Background: an optimization exercise with open tools, aiming at small area, a short achievable clock period and few clock cycles per item. Do not read the settings as production practice.
No functional check of the RTL was part of any run shown here.
Power is estimated from default activity; no workload was simulated.

===== flow/flow/run.sh =====
#!/bin/bash
# Standard ORFS layout (the standard.sh) with a tighter timing-repair
# target, no footprint restriction on resizing and plain buffers on the ports.
# The full make output goes to standard.log in this folder.
bash standard.sh SETUP_SLACK_MARGIN=6.3 MATCH_CELL_FOOTPRINT=0 'BUFFER_PORTS_ARGS=-buffer_cell sky130_fd_sc_hd__buf_2'  finish > standard.log 2>&1

===== flow/standard.sh =====
#!/bin/bash
# synth_recipe.tcl (not shown) runs the flow's synth.tcl, then flattens the netlist and writes it again
# the make line also repeats each setting of config.mk as NAME=value (left out here)
make -C /OpenROAD-flow-scripts/flow DESIGN_CONFIG=/design/flow/config.mk WORK_HOME=/design/flow/orfs CLKGATE_MAP_FILE= SYNTH_SCRIPT=/design/flow/synth_recipe.tcl "${@:-finish}"

===== flow/config.mk =====
export PLATFORM = sky130hd
export DESIGN_NAME = olidx_voice_codec
export DESIGN_NICKNAME = olidx_voice_codec
export VERILOG_FILES = /design/flow/design.v
export SDC_FILE = /design/flow/constraint.sdc
export NUM_CORES = 4
export LEC_CHECK = 0
export ABC_AREA = 1
export CAP_MARGIN = 20
export CORE_MARGIN = 2
export CORE_UTILIZATION = 40
export CTS_BUF_LIST = sky130_fd_sc_hd__clkbuf_8
export PLACE_DENSITY = 0.6
export SETUP_SLACK_MARGIN = 5
export SLEW_MARGIN = 20

===== flow/constraint.sdc =====
create_clock -name core_clock -period 9.0 [get_ports {clk}]
set_input_delay 1.8000 -clock core_clock [delete_from_list [all_inputs] [get_ports {clk}]]
set_output_delay 1.8000 -clock core_clock [all_outputs]
set_load 0.01 [all_outputs]

===== flow/design.v =====
module olidx_voice_codec (
    input  wire       clk,
    input  wire       rst,         
    input  wire       in_valid,
    output wire       in_ready,
    input  wire [7:0] in_data,
    input  wire       in_unpack,   
    output wire       out_valid,
    input  wire       out_ready,
    output wire [7:0] out_data,
    output wire       out_last,
    output wire [6:0] out_chk
);
    function automatic dec_cons(input m, input v, input [4:0] s);
        begin
            if (!v && !m)     dec_cons = (s <= 5'd20);
            else if (!v)      dec_cons = !(s == 5'd11 || s == 5'd14 || s == 5'd17 || s == 5'd20);
            else if (!m)      dec_cons = 1'b1;
            else              dec_cons = !(s == 5'd9 || s == 5'd15 || s == 5'd16);
        end
    endfunction
    function automatic dec_prod(input m, input v, input [4:0] s);
        begin
            if (!v && !m)     dec_prod = !(s == 5'd11 || s == 5'd12 || (s >= 5'd14 && s <= 5'd19));
            else if (!v)      dec_prod = 1'b1;
            else if (!m)      dec_prod = !(s == 5'd9 || s == 5'd15 || s == 5'd16);
            else              dec_prod = 1'b1;
        end
    endfunction
    reg        mode;        
    reg  [2:0] sec;         
    reg  [4:0] k;           
    reg        r_cons, r_prod, r_need, r_send;
    reg  [2:0] hb;          
    reg  [4:0] hc;          
    reg  [7:0] hd;          
    reg  [5:0] he;          
    reg  [7:0] hf;          
    reg  [7:0] ir;
    reg        ir_u, ir_v;
    reg  [7:0] o_data;
    reg        o_v, o_last;
    reg        p_v, p_first, p_in_s;   
    reg  [6:0] ck;
    reg  [7:0] s_data;
    reg        s_v, s_last;
    reg        rdy;
    wire voice = (sec == 3'd6);
    wire first = (sec == 3'd0) && (k == 5'd0);
    wire lastb = voice && (k == 5'd28);
    wire cons  = r_cons;
    wire prod  = r_prod;
    wire need  = r_need;
    wire send  = r_send;
    wire go    = (!need || ir_v) && (!prod || !s_v);
    wire push  = go && prod;
    wire take  = go && cons;
    wire ld_o  = !o_v || out_ready;
    wire [2:0] sec_a  = send ? (voice ? 3'd0 : sec + 3'd1) : sec;
    wire [4:0] k_a    = send ? 5'd0 : k + 5'd1;
    wire [2:0] sec_n  = go ? sec_a : sec;
    wire [4:0] k_n    = go ? k_a : k;
    wire       v_a    = (sec_a == 3'd6);
    wire       cons_a = dec_cons(mode, v_a, k_a);
    wire       prod_a = dec_prod(mode, v_a, k_a);
    wire       need_a = cons_a || (mode && (v_a ? (k_a == 5'd9 || k_a == 5'd15 || k_a == 5'd16)
                                                : (k_a == 5'd11 || k_a == 5'd14 || k_a == 5'd17)));
    wire       send_a = v_a ? (k_a == 5'd28) : (mode ? (k_a == 5'd20) : (k_a == 5'd24));
    wire       cons_n = go ? cons_a : cons;
    wire       prod_n = go ? prod_a : prod;
    wire sv1  = !s_v && push && lastb;                        
    wire sv0  = s_v ? o_v : (push && (lastb || o_v));         
    wire irv1 = rdy || (ir_v && !take);                        
    wire irv0 = !rdy && ir_v && !take;                         
    wire ov1  = s_v || (push && !lastb);
    wire rd1  = cons_n && (!prod_n || !sv1);
    wire rd0  = cons_n && (!prod_n || !sv0);
    reg s_v_n, rdy_n, o_v_n, ir_v_n;
    always @* begin
        ir_v_n = in_valid ? irv1 : irv0;
        if (out_ready) begin
            s_v_n = sv1; o_v_n = ov1;
            rdy_n = !ir_v_n || rd1;
        end else begin
            s_v_n = sv0; o_v_n = o_v || ov1;
            rdy_n = !ir_v_n || rd0;
        end
    end
    wire       ck_en = p_v && !(o_v && o_last);
    wire [6:0] ck_n  = (p_first ? 7'd0 : ck) - (p_in_s ? s_data[6:0] : o_data[6:0]);
    wire       in_s1 = lastb;
    wire       in_s0 = lastb || o_v;
    wire [1:0] shift = voice ? (k == 5'd15 ? 2'd1 : 2'd3) : (k == 5'd17 ? 2'd1 : 2'd2);
    reg [7:0] b;
    always @* begin
        b = ir;
        if (!mode && !voice) begin
            case (k)
                5'd13: b = {4'b0, hc[3:2], hb[1:0]};
                5'd20: b = {1'b0, ir[3:0], hb};
                5'd21: b = {3'b0, hc};
                5'd22: b = hd;
                5'd23: b = {2'b0, he};
                5'd24: b = hf;
                default: b = ir;
            endcase
        end else if (!mode) begin
            case (k)
                5'd8:  b = {3'b0, ir[4:0]};
                5'd10: b = {4'b0, ir[0], hb};
                5'd17: b = {1'b0, ir[2:0], hd[2:0], hc[2]};
                default: b = ir;
            endcase
        end else if (!voice) begin
            case (k)
                5'd11, 5'd12, 5'd14: b = {6'b0, ir[1:0]};
                5'd13, 5'd15: b = {5'b0, ir[2:0]};
                5'd17: b = {7'b0, ir[0]};
                5'd18: b = {3'b0, ir[4:0]};
                5'd20: b = {4'b0, hd[6:3]};
                default: b = ir;
            endcase
        end else begin
            case (k)
                5'd8:  b = {3'b0, ir[4:0]};
                5'd9, 5'd16, 5'd17: b = {5'b0, ir[2:0]};
                5'd10, 5'd15: b = {7'b0, ir[0]};
                default: b = ir;
            endcase
        end
    end
    always @(posedge clk) begin
        if (!ir_v || take) begin
            ir   <= in_data;
            ir_u <= in_unpack;
        end else if (go && need && !cons) begin
            ir <= ir >> shift;
        end
        if (go && first)
            mode <= ir_u;
        if (rst) begin
            sec   <= 3'd0;
            k     <= 5'd0;
            r_cons <= 1'b1;              
            r_prod <= 1'b1;
            r_need <= 1'b1;
            r_send <= 1'b0;
            rdy   <= 1'b1;
            ir_v  <= 1'b0;
            s_v   <= 1'b0;
            o_v   <= 1'b0;
            p_v   <= 1'b0;
            ck    <= 7'd0;
        end else begin
            sec   <= sec_n;
            k     <= k_n;
            if (go) begin
                r_cons <= cons_a;
                r_prod <= prod_a;
                r_need <= need_a;
                r_send <= send_a;
            end
            rdy   <= rdy_n;
            ir_v  <= ir_v_n;
            s_v   <= s_v_n;
            o_v   <= o_v_n;
            if (ck_en)
                ck <= ck_n;
            if (push) begin
                p_v     <= 1'b1;
                p_first <= first;
                p_in_s  <= out_ready ? in_s1 : in_s0;
            end else begin
                if (ck_en)
                    p_v <= 1'b0;
                if (ld_o)
                    p_in_s <= 1'b0;
            end
        end
    end
    always @(posedge clk) begin
        if (go && (k == 5'd9 || k == 5'd11 || k == 5'd13)) hb <= ir[2:0];
        if (k == 5'd14) hc[1:0] <= ir[1:0];
        if (k == 5'd12 || k == 5'd15) hc[4:2] <= ir[2:0];
        if ((k == 5'd13 && mode) || (k == 5'd16 && !mode)) hd <= ir;
        if (k == 5'd17) he[0] <= ir[0];
        if (k == 5'd18) he[5:1] <= ir[4:0];
        if (k == 5'd19) hf <= ir;
    end
    always @(posedge clk) begin
        if (rst) begin
            o_data <= 8'd0;
            o_last <= 1'b0;
        end else if (ld_o) begin
            o_data <= s_v ? s_data : b;
            o_last <= s_v && s_last;
        end
        if (!s_v) begin
            s_data <= b;
            s_last <= lastb;
        end
    end
    assign in_ready  = rdy;
    assign out_valid = o_v;
    assign out_data  = o_data;
    assign out_last  = o_last;
    assign out_chk   = ck;
endmodule

==> results of run 1 <==
[stage by stage]
step	util, %	area (um^2)	std cells	hold slack [ps]
after floorplan	-	4787	632	400.3
after global placement	43.77	5062	793	455.4
after detailed placement	43.77	5062	793	469.8
after CTS	45.67	5281	809	482.6
after global routing	46.14	5336	814	501.5
final	46.14	5336	814	480.0
[logic make-up (layout without fill, tap and decap cells)]
| logic type | Yosys count | count (layout) |
|---|---|---|
| simple gates | 284 | 284 |
| compound gates | 129 | 129 |
| buf+inv | 110 | 149 |
| flops | 84 | 84 |
| fa+ha+maj | 12 | 12 |
| mux | 7 | 7 |
| xor+xnor | 6 | 6 |
[report_power, final]
group / internal, mW / switching (mW)
clock: 0.155 / 0.147
sequential: 0.472 / 0.0639
combinational: 0.148 / 0.272
total: 0.775 / 0.483
[worst min-delay path, stage by stage, from the launching register on]
cell,delay [ps]
dfxtp_1,320
nand2_1,60
o21ai_0,60
[per-layer routing]
layer	track usage, %	part of all wire, %	vias to the layer above
met5	0	0	-
met4	7.398	1.8	0
met3	3.241	5.0	16
met2	34.57	48	123
met1	28.00	45	1989
li1	-	-	2147
[flip-flops by register name, summed over array words and instances (netlist names), 3 cells and up]
signal	cells
k	5
hb	3
sec	3
he	6
ir	8
ck	7
hc	5
s_data	8
o_data	8
hf	8
hd	8
[cell usage after synthesis (2+ instances only)]
cell type  count
nor3_1         6
o22ai_1        3
o21bai_1       2
a21oi_1       53
o21ai_0       51
nand2_2        4
o221ai_1       5
clkinv_1       3
ha_1          11
nand2_1      159
nand2_4        2
nor2_1        49
edfxtp_1      43
nor2_2         5
inv_1         86
nor2_4         3
a31oi_1        4
dfxtp_1       41
mux2i_1        6
nand4_1        9
a21o_1         2
nand3b_1       3
nand3_2        3
xor2_1         5
clkbuf_1       9
inv_2          8
o21ai_1        3
nand3_1       36
[layout make-up]
cell class | count | area share, %
clock buffers | 9 | 2.321
multi-input cells | 438 | 42.20
inverters | 97 | 6.964
clock inverters | 7 | 1.712
flip-flops and latches | 84 | 39.79
well taps | 143 | 3.353
repair buffers | 36 | 3.658
[worst max path at each step]
stage | startpoint | to | slack (ps) | cells after the start
after floorplan | out_ready | p_in_s | 6330 | 5
after global placement | rst | p_in_s | 5960 | 4
after detailed placement | rst | rdy | 5950 | 5
after CTS | o_data[5] | out_data[5] | 6300 | 1
after global routing | k[0] | rdy | 6290 | 15
final | o_data[1] | out_data[1] | 6340 | 1
[repair_timing]
item / CTS / global route
endpoints found under the hold margin: 0 / 0
endpoints found under the setup margin: 3 / 13
resized for setup: 3 / 9
buffers inserted: 0 / 5
hold buffers: 0 / 0
==> impl_metrics.toml, run 1 <==
[sta]
setup_slack_ps = 6336
slew_headroom_pct = 44.36
drv_slew = 0
rsz0062_at_grt = "yes"
setup-violations-final = 0
hold_viol_final = 0
skew_ps = 13.40
timing.setup.tns_ps = 0
worst_slew_pin_slew_ps = 831.6
max_freq_ghz = 0.3753
period_minus_slack_ps = 2664
fin_crit_sh_pct = 29.60

[worst_setup_path]
timing.rr.start = "p_in_s"
critPathKind = "reg2out"
critPathTopFamily = "flip-flops"
end_kind = "output pin"
crit_path_max_fanout = 3
reg2reg_slack_ps = 6500
worst_path_largest_cell_delay_ps = 360
crit_chain = "buf_2"
critPathLaunchType = "register"
rr_endpoint = "ck[6]"
cp.arrival_ps = 860
reg2reg_depth = 9
cp_slowest_cell = "dfxtp_1"
critPathBufInv = 1
required_ps = 7200

[floorplanning]
start_util_pct = 41.39
die_h_um = 113.4
rows = 39
boundaryPins = 31
dieWidth_um = 113.4
coreArea_um2 = 11560
die_area_um2 = 12860

[clocking]
cts_buffer_depth = 2
cts_root_buf = "clkbuf_8"
cts_made_buffers = 9
clock_sinks = 84
cts_tree = "done"
htreeDepth = 3
cts.clk_slew.worst_paths_ps = 90
clk_latency_ps = 370

[routing]
route.detailed.drc = 0
drt_wl_total_mm = 12.84
wl_per_cell_um = 15.78
drtPass1Iterations = 5
vias_per_cell = 5.252
num_vias = 4275
first_iter_violations = 287
drtAntennaViolNets = 0

[finish]
diodes = 0
area_delta_synth_final_pct = 11.47
layout_commonest_cell = "nand2_1"
regArea_um2 = 2123
final.fill_count = 1161
drive_gt1_share_pct = 13.86
multi_input_area_um2 = 2252
nets = 691
final_cell_mix = "nand2_1, inv_1, a21oi_1"

[yosys]
syn_area_um2 = 4787
synthAdderAreaFrac_pct = 3.293
synth_flop_cell = "edfxtp_1"
synth_top_family_by_area = "simple AND/OR/NAND/NOR gates"
ys_seq_elements = 84
synth-edff-count = 43
synthMuxAreaShare_pct = 1.490
synth-compound-area-share_pct = 14.85
synthXorXnorAreaFrac_pct = 1.098
synth_area_leaders = "edfxtp_1, dfxtp_1, nand2_1"
synth_top_cell_by_area = "edfxtp_1"
async_flop_share_pct = 0
synthCells = 632
yosys.area_share.simple_pct = 26.27
yosysSeqAreaShare_pct = 44.12
yosysWarnings = 1
yosysTopAreaCellShare_pct = 26.97
synth_nets = 657
ys_types = 46
avgSynthCellArea_um2 = 7.575

[power]
p_leak_nw = 2.508
p_per_area_nw_per_um2 = 235.8
finalPower_mw = 1.258
ir_drop_uv = 85.98

[status]
outcome = "finished clean"

[global_route]
grt_max_degree = 25
grt_pass1_vias = 4209
grt_pass1_wl_mm = 21.13
grt_usage_pct = 20.90
grt.overflow.total = 0
antenna_found_initial = 0

[hold_path]
worstHoldEndpoint = "p_v"
hold_path_class = "reg2reg"
hold_start = "p_v"
whs_path_depth = 2

[job]
max_cap_viol_count = 0

[placed_design]
place_congestion = 0.8991
place.detailed.hpwl_mm = 9.581
dp_worst_setup_slack_ps = 5949
io_buffer_count = 30
==> run 2, diff against run 1 <==
--- a/flow/design.v
+++ b/flow/design.v
@@ -23,3 +23,3 @@
         begin
-            if (!v && !m)     dec_prod = !(s == 5'd11 || s == 5'd12 || (s >= 5'd14 && s <= 5'd19));
+            if (!v && !m)     dec_prod = !(s == 5'd11 || (s >= 5'd13 && s <= 5'd19));
             else if (!v)      dec_prod = 1'b1;
@@ -37,3 +37,2 @@
     reg  [5:0] he;          
-    reg  [7:0] hf;          
     reg  [7:0] ir;
@@ -46,2 +45,3 @@
     reg        s_v, s_last;
+    reg        s_hold;      
     reg        rdy;
@@ -54,3 +54,10 @@
     wire send  = r_send;
-    wire go    = (!need || ir_v) && (!prod || !s_v);
+    wire pk    = !mode && !voice;
+    wire park  = pk && (k == 5'd19);
+    wire hl    = pk && (k >= 5'd20);
+    wire k24   = pk && (k == 5'd24);
+    wire prodx = prod || park;
+    wire go1   = (!need || ir_v) && (!prodx || (hl || !s_v));
+    wire go0   = (!need || ir_v) && (!prodx || (hl ? !o_v : !s_v));
+    wire go    = out_ready ? go1 : go0;
     wire push  = go && prod;
@@ -58,2 +65,3 @@
     wire ld_o  = !o_v || out_ready;
+    wire drain = s_v && (!s_hold || k24);
     wire [2:0] sec_a  = send ? (voice ? 3'd0 : sec + 3'd1) : sec;
@@ -68,15 +76,25 @@
     wire       send_a = v_a ? (k_a == 5'd28) : (mode ? (k_a == 5'd20) : (k_a == 5'd24));
-    wire       cons_n = go ? cons_a : cons;
-    wire       prod_n = go ? prod_a : prod;
-    wire sv1  = !s_v && push && lastb;                        
-    wire sv0  = s_v ? o_v : (push && (lastb || o_v));         
-    wire irv1 = rdy || (ir_v && !take);                        
-    wire irv0 = !rdy && ir_v && !take;                         
-    wire ov1  = s_v || (push && !lastb);
-    wire rd1  = cons_n && (!prod_n || !sv1);
-    wire rd0  = cons_n && (!prod_n || !sv0);
+    wire       pk_a   = !mode && !v_a;
+    wire       prodx_a = prod_a || (pk_a && k_a == 5'd19);
+    wire       hl_a   = pk_a && k_a >= 5'd20;
+    wire       cons_n1 = go1 ? cons_a : cons;
+    wire       prodx_n1 = go1 ? prodx_a : prodx;
+    wire       hl_n1  = go1 ? hl_a : hl;
+    wire       cons_n0 = go0 ? cons_a : cons;
+    wire       prodx_n0 = go0 ? prodx_a : prodx;
+    wire       hl_n0  = go0 ? hl_a : hl;
+    wire push1 = go1 && prod, push0 = go0 && prod;
+    wire take1 = go1 && cons, take0 = go0 && cons;
+    wire sv1  = s_hold ? !(k24 && go1) : ((park && go1) || (!s_v && push1 && lastb));
+    wire sv0  = s_hold ? !(k24 && go0) : ((park && go0) || (s_v ? o_v : (push0 && (lastb || o_v))));
+    wire ov1  = (s_v && !s_hold) || (push1 && !lastb);
+    wire ov0  = o_v || (s_v && !s_hold) || (push0 && !lastb);
+    wire irv11 = rdy || (ir_v && !take1), irv10 = rdy || (ir_v && !take0);
+    wire irv01 = !rdy && ir_v && !take1,  irv00 = !rdy && ir_v && !take0;
+    wire rd1  = cons_n1 && (!prodx_n1 || (hl_n1 ? !ov1 : !sv1));
+    wire rd0  = cons_n0 && (!prodx_n0 || (hl_n0 ? !ov0 : !sv0));
     reg s_v_n, rdy_n, o_v_n, ir_v_n;
     always @* begin
-        ir_v_n = in_valid ? irv1 : irv0;
         if (out_ready) begin
+            ir_v_n = in_valid ? irv11 : irv01;
             s_v_n = sv1; o_v_n = ov1;
@@ -84,3 +102,4 @@
         end else begin
-            s_v_n = sv0; o_v_n = o_v || ov1;
+            ir_v_n = in_valid ? irv10 : irv00;
+            s_v_n = sv0; o_v_n = ov0;
             rdy_n = !ir_v_n || rd0;
@@ -92,3 +111,2 @@
     wire       in_s0 = lastb || o_v;
-    wire [1:0] shift = voice ? (k == 5'd15 ? 2'd1 : 2'd3) : (k == 5'd17 ? 2'd1 : 2'd2);
     reg [7:0] b;
@@ -98,3 +116,3 @@
             case (k)
-                5'd13: b = {4'b0, hc[3:2], hb[1:0]};
+                5'd12: b = {4'b0, ir[1:0], hb[1:0]};
                 5'd20: b = {1'b0, ir[3:0], hb};
@@ -103,3 +121,2 @@
                 5'd23: b = {2'b0, he};
-                5'd24: b = hf;
                 default: b = ir;
@@ -115,6 +132,9 @@
             case (k)
-                5'd11, 5'd12, 5'd14: b = {6'b0, ir[1:0]};
-                5'd13, 5'd15: b = {5'b0, ir[2:0]};
+                5'd11: b = {6'b0, ir[1:0]};
+                5'd12: b = {6'b0, ir[3:2]};
+                5'd13: b = {5'b0, ir[2:0]};
+                5'd14: b = {6'b0, ir[1:0]};
+                5'd15: b = {5'b0, ir[4:2]};
                 5'd17: b = {7'b0, ir[0]};
-                5'd18: b = {3'b0, ir[4:0]};
+                5'd18: b = {3'b0, ir[5:1]};
                 5'd20: b = {4'b0, hd[6:3]};
@@ -125,4 +145,7 @@
                 5'd8:  b = {3'b0, ir[4:0]};
-                5'd9, 5'd16, 5'd17: b = {5'b0, ir[2:0]};
-                5'd10, 5'd15: b = {7'b0, ir[0]};
+                5'd9:  b = {5'b0, ir[2:0]};
+                5'd10: b = {7'b0, ir[3]};
+                5'd15: b = {7'b0, ir[0]};
+                5'd16: b = {5'b0, ir[3:1]};
+                5'd17: b = {5'b0, ir[6:4]};
                 default: b = ir;
@@ -135,4 +158,2 @@
             ir_u <= in_unpack;
-        end else if (go && need && !cons) begin
-            ir <= ir >> shift;
         end
@@ -141,2 +162,3 @@
         if (rst) begin
+            s_hold <= 1'b0;
             sec   <= 3'd0;
@@ -165,2 +187,6 @@
             s_v   <= s_v_n;
+            if (park && go)
+                s_hold <= 1'b1;
+            else if (k24 && go)
+                s_hold <= 1'b0;
             o_v   <= o_v_n;
@@ -181,5 +207,5 @@
     always @(posedge clk) begin
-        if (go && (k == 5'd9 || k == 5'd11 || k == 5'd13)) hb <= ir[2:0];
+        if (k == 5'd9 || k == 5'd11 || k == 5'd13) hb <= ir[2:0];
         if (k == 5'd14) hc[1:0] <= ir[1:0];
-        if (k == 5'd12 || k == 5'd15) hc[4:2] <= ir[2:0];
+        if (k == 5'd15) hc[4:2] <= ir[2:0];
         if ((k == 5'd13 && mode) || (k == 5'd16 && !mode)) hd <= ir;
@@ -187,3 +213,2 @@
         if (k == 5'd18) he[5:1] <= ir[4:0];
-        if (k == 5'd19) hf <= ir;
     end
@@ -194,4 +219,4 @@
         end else if (ld_o) begin
-            o_data <= s_v ? s_data : b;
-            o_last <= s_v && s_last;
+            o_data <= drain ? s_data : b;
+            o_last <= drain && s_last;
         end
==> run 2 against run 1 <==
Maximum frequency decreased by 0.18%. Synthesized cell count up 3.8%. Utilization down 0.47 points. Flip-flop and latch count down 7. Clock power shrank 13%. Final area rose by 2.4%. Count of clock-buffer cells in the layout unchanged. Hold slack got worse by 18 ps. Routed wire length grew 3.0%. Non-clock buffer count grew 4. Cell count increased by 4.3%. Setup slack got worse by 4.8 ps. Critical path type unchanged. Largest cell class unchanged. Largest power group unchanged.
==> impl_metrics.toml, run 2 <==
[worst_setup_path]
end_kind = "output pin"
crit_path_max_fanout = 4
reg2reg_slack_ps = 6440
worst_path_largest_cell_delay_ps = 360
critPathBufInv = 1
required_ps = 7200
crit_chain = "buf_2"
cp_slowest_cell = "dfxtp_1"
critPathKind = "reg2out"
cp.arrival_ps = 870
critPathTopFamily = "flip-flops"
rr_endpoint = "rdy"
path_depth = 1
timing.rr.start = "k[0]"
reg2reg_depth = 16
critPathLaunchType = "register"

[routing]
wl_per_cell_um = 15.59
vias_per_cell = 5.373
route.detailed.drc = 0
num_vias = 4562
drt_wl_total_mm = 13.23
drtPass1Iterations = 5
drtAntennaViolNets = 0
first_iter_violations = 368

[finish]
nets = 722
final_cells = 849
drive_gt1_share_pct = 17.52
final_area_um2 = 5463
area_delta_synth_final_pct = 12.15
final_cell_mix = "nand2_1, inv_1, nor2_1"
final_util_pct = 45.67
diodes = 0
layout_commonest_cell = "nand2_1"

[power]
finalPower_mw = 1.022
p_leak_nw = 2.480
ir_drop_uv = 58.84
p_per_area_nw_per_um2 = 187.2

[global_route]
grt.overflow.total = 0
grt_usage_pct = 20.95
antenna_found_initial = 0
grt_max_degree = 20
grt_pass1_wl_mm = 21.38
grt_pass1_vias = 4235

[sta]
worst_slew_pin_slew_ps = 632.0
rsz0062_at_grt = "yes"
hold_viol_final = 0
setup-violations-final = 0
max_freq_ghz = 0.3746
skew_ps = 9.350
timing.setup.tns_ps = 0
fin_crit_sh_pct = 29.66
period_minus_slack_ps = 2669
slew_headroom_pct = 57.71
drv_slew = 0

[yosys]
yosysWarnings = 1
yosysSeqAreaShare_pct = 40.48
syn_area_um2 = 4871
synth_area_leaders = "edfxtp_1, dfxtp_1, nand2_1"
synth_nets = 681
ys_types = 48
synthCells = 656
avgSynthCellArea_um2 = 7.425
synth-edff-count = 43
async_flop_share_pct = 0
ys_seq_elements = 77
synth_flop_cell = "edfxtp_1"
synth_top_cell_by_area = "edfxtp_1"
yosysTopAreaCellShare_pct = 26.51
synth.most_common_cell = "nand2_1"
synthTopCellsByCount = "nand2_1, inv_1, nor2_1"

[clocking]
cts_tree = "done"
cts_buffer_depth = 2
clk_latency_ps = 360
clock_sinks = 77
cts_made_buffers = 9
cts.clk_slew.worst_paths_ps = 90
htreeDepth = 3
cts_root_buf = "clkbuf_8"

[placed_design]
io_buffer_count = 30
post-place-cells = 824
place_congestion = 0.9028
place.detailed.hpwl_mm = 9.854
placed_area_um2 = 5169

[status]
outcome = "finished clean"

[floorplanning]
boundaryPins = 31
die_area_um2 = 13080
coreArea_um2 = 11960
dieWidth_um = 114.4
start_util_pct = 40.72
rows = 40
die_h_um = 114.4

[hold_path]
whs_path_depth = 2
worstHoldEndpoint = "o_data[4]"
hold_path_class = "reg2reg"
hold_start = "o_data[4]"

[job]
max_cap_viol_count = 0
[run 2: layer usage]
layer	vias up	GRT usage (%)	wire (um)
met5	-	0	0
met4	0	7.073	185
met3	18	3.970	672
met2	132	31.98	5866
met1	2132	29.87	6509
li1	2280	-	-
[run 2: worst max path at each step]
stage	from	to	slack (ps)
after global routing	k[0]	rdy	6230
final	rdy	in_ready	6330
after floorplan	out_ready	ir[0]	6320
after global placement	rst	p_in_s	5660
after detailed placement	rst	p_in_s	5610
after CTS	rst	p_in_s	6290
[run 2: cells by family (layout without fill, tap and decap cells)]
kind of cell / after synthesis / in the layout / share of synthesized area [%]
AND/OR/NAND/NOR: 318 / 318 / 30.57
flip-flops: 77 / 77 / 40.48
AO/OA/AOI/OAI: 135 / 135 / 15.85
buffers and inverters: 108 / 154 / 8.785
adder cells (fa/ha/maj): 12 / 12 / 3.237
XOR/XNOR: 6 / 6 / 1.079
[run 2: cell type report]
cell class,count,area (um^2)
repair buffers,40,225.2
inverters,98,377.9
clock inverters,7,67.56
multi-input cells,471,2497
flip-flops and latches,77,1987
well taps,147,183.9
clock buffers,9,123.9
fillers,1188,6499
[run 2: power by group]
group | switching [mW] | total [mW] | internal (mW)
Clock | 0.138 | 0.265 | 0.127
Combinational | 0.201 | 0.303 | 0.102
Sequential | 0.0386 | 0.455 | 0.416
[run 2: repair_timing]
action | in CTS | in global routing
pin swaps | 0 | 1
hold buffers | 0 | 0
setup endpoints to repair | 13 | 33
gates resized for setup | 7 | 10
setup buffers | 1 | 8
[run 2: stage by stage]
step / hold slack (ps) / setup slack (ps)
after CTS: 469.6 / 6294
after global placement: 450.1 / 5665
final: 462.2 / 6331
after floorplan: 400.3 / 6323
after global routing: 489.0 / 6231
after detailed placement: 455.4 / 5612

## port drivers added, routing unchanged
The flow's constraints put no driver on any port. The routed layouts listed below were extracted and timed again, unchanged, in two steps.
Step 1 assumes that a clkbuf_16 drives the clock port and a buf_2 every other input.
Step 2 also shifts input and output timing later by t, the mid clock arrival at the registers, as if the neighbouring blocks saw the same clock.
Slacks: ideal ports / drivers / drivers and shift; pairs: ideal ports / drivers.
run | shift t [ns] | slack for setup (ns) | slew at the worst register clock pin (ns) | worst slew at a driven data input, ns | cell pins on the clock port's net
run 1 | 0.394 | 6.336 / 6.304 / 6.035 | 0.09 / 0.09 | 0.03 | 1
run 2 | 0.394 | 6.331 / 6.298 / 6.056 | 0.09 / 0.09 | 0.04 | 1
After both steps setup and hold are still met in every run listed. For run 1, which loses most, drivers alone change the setup slack by -0.032 ns; drivers and shift together by -0.301 ns.
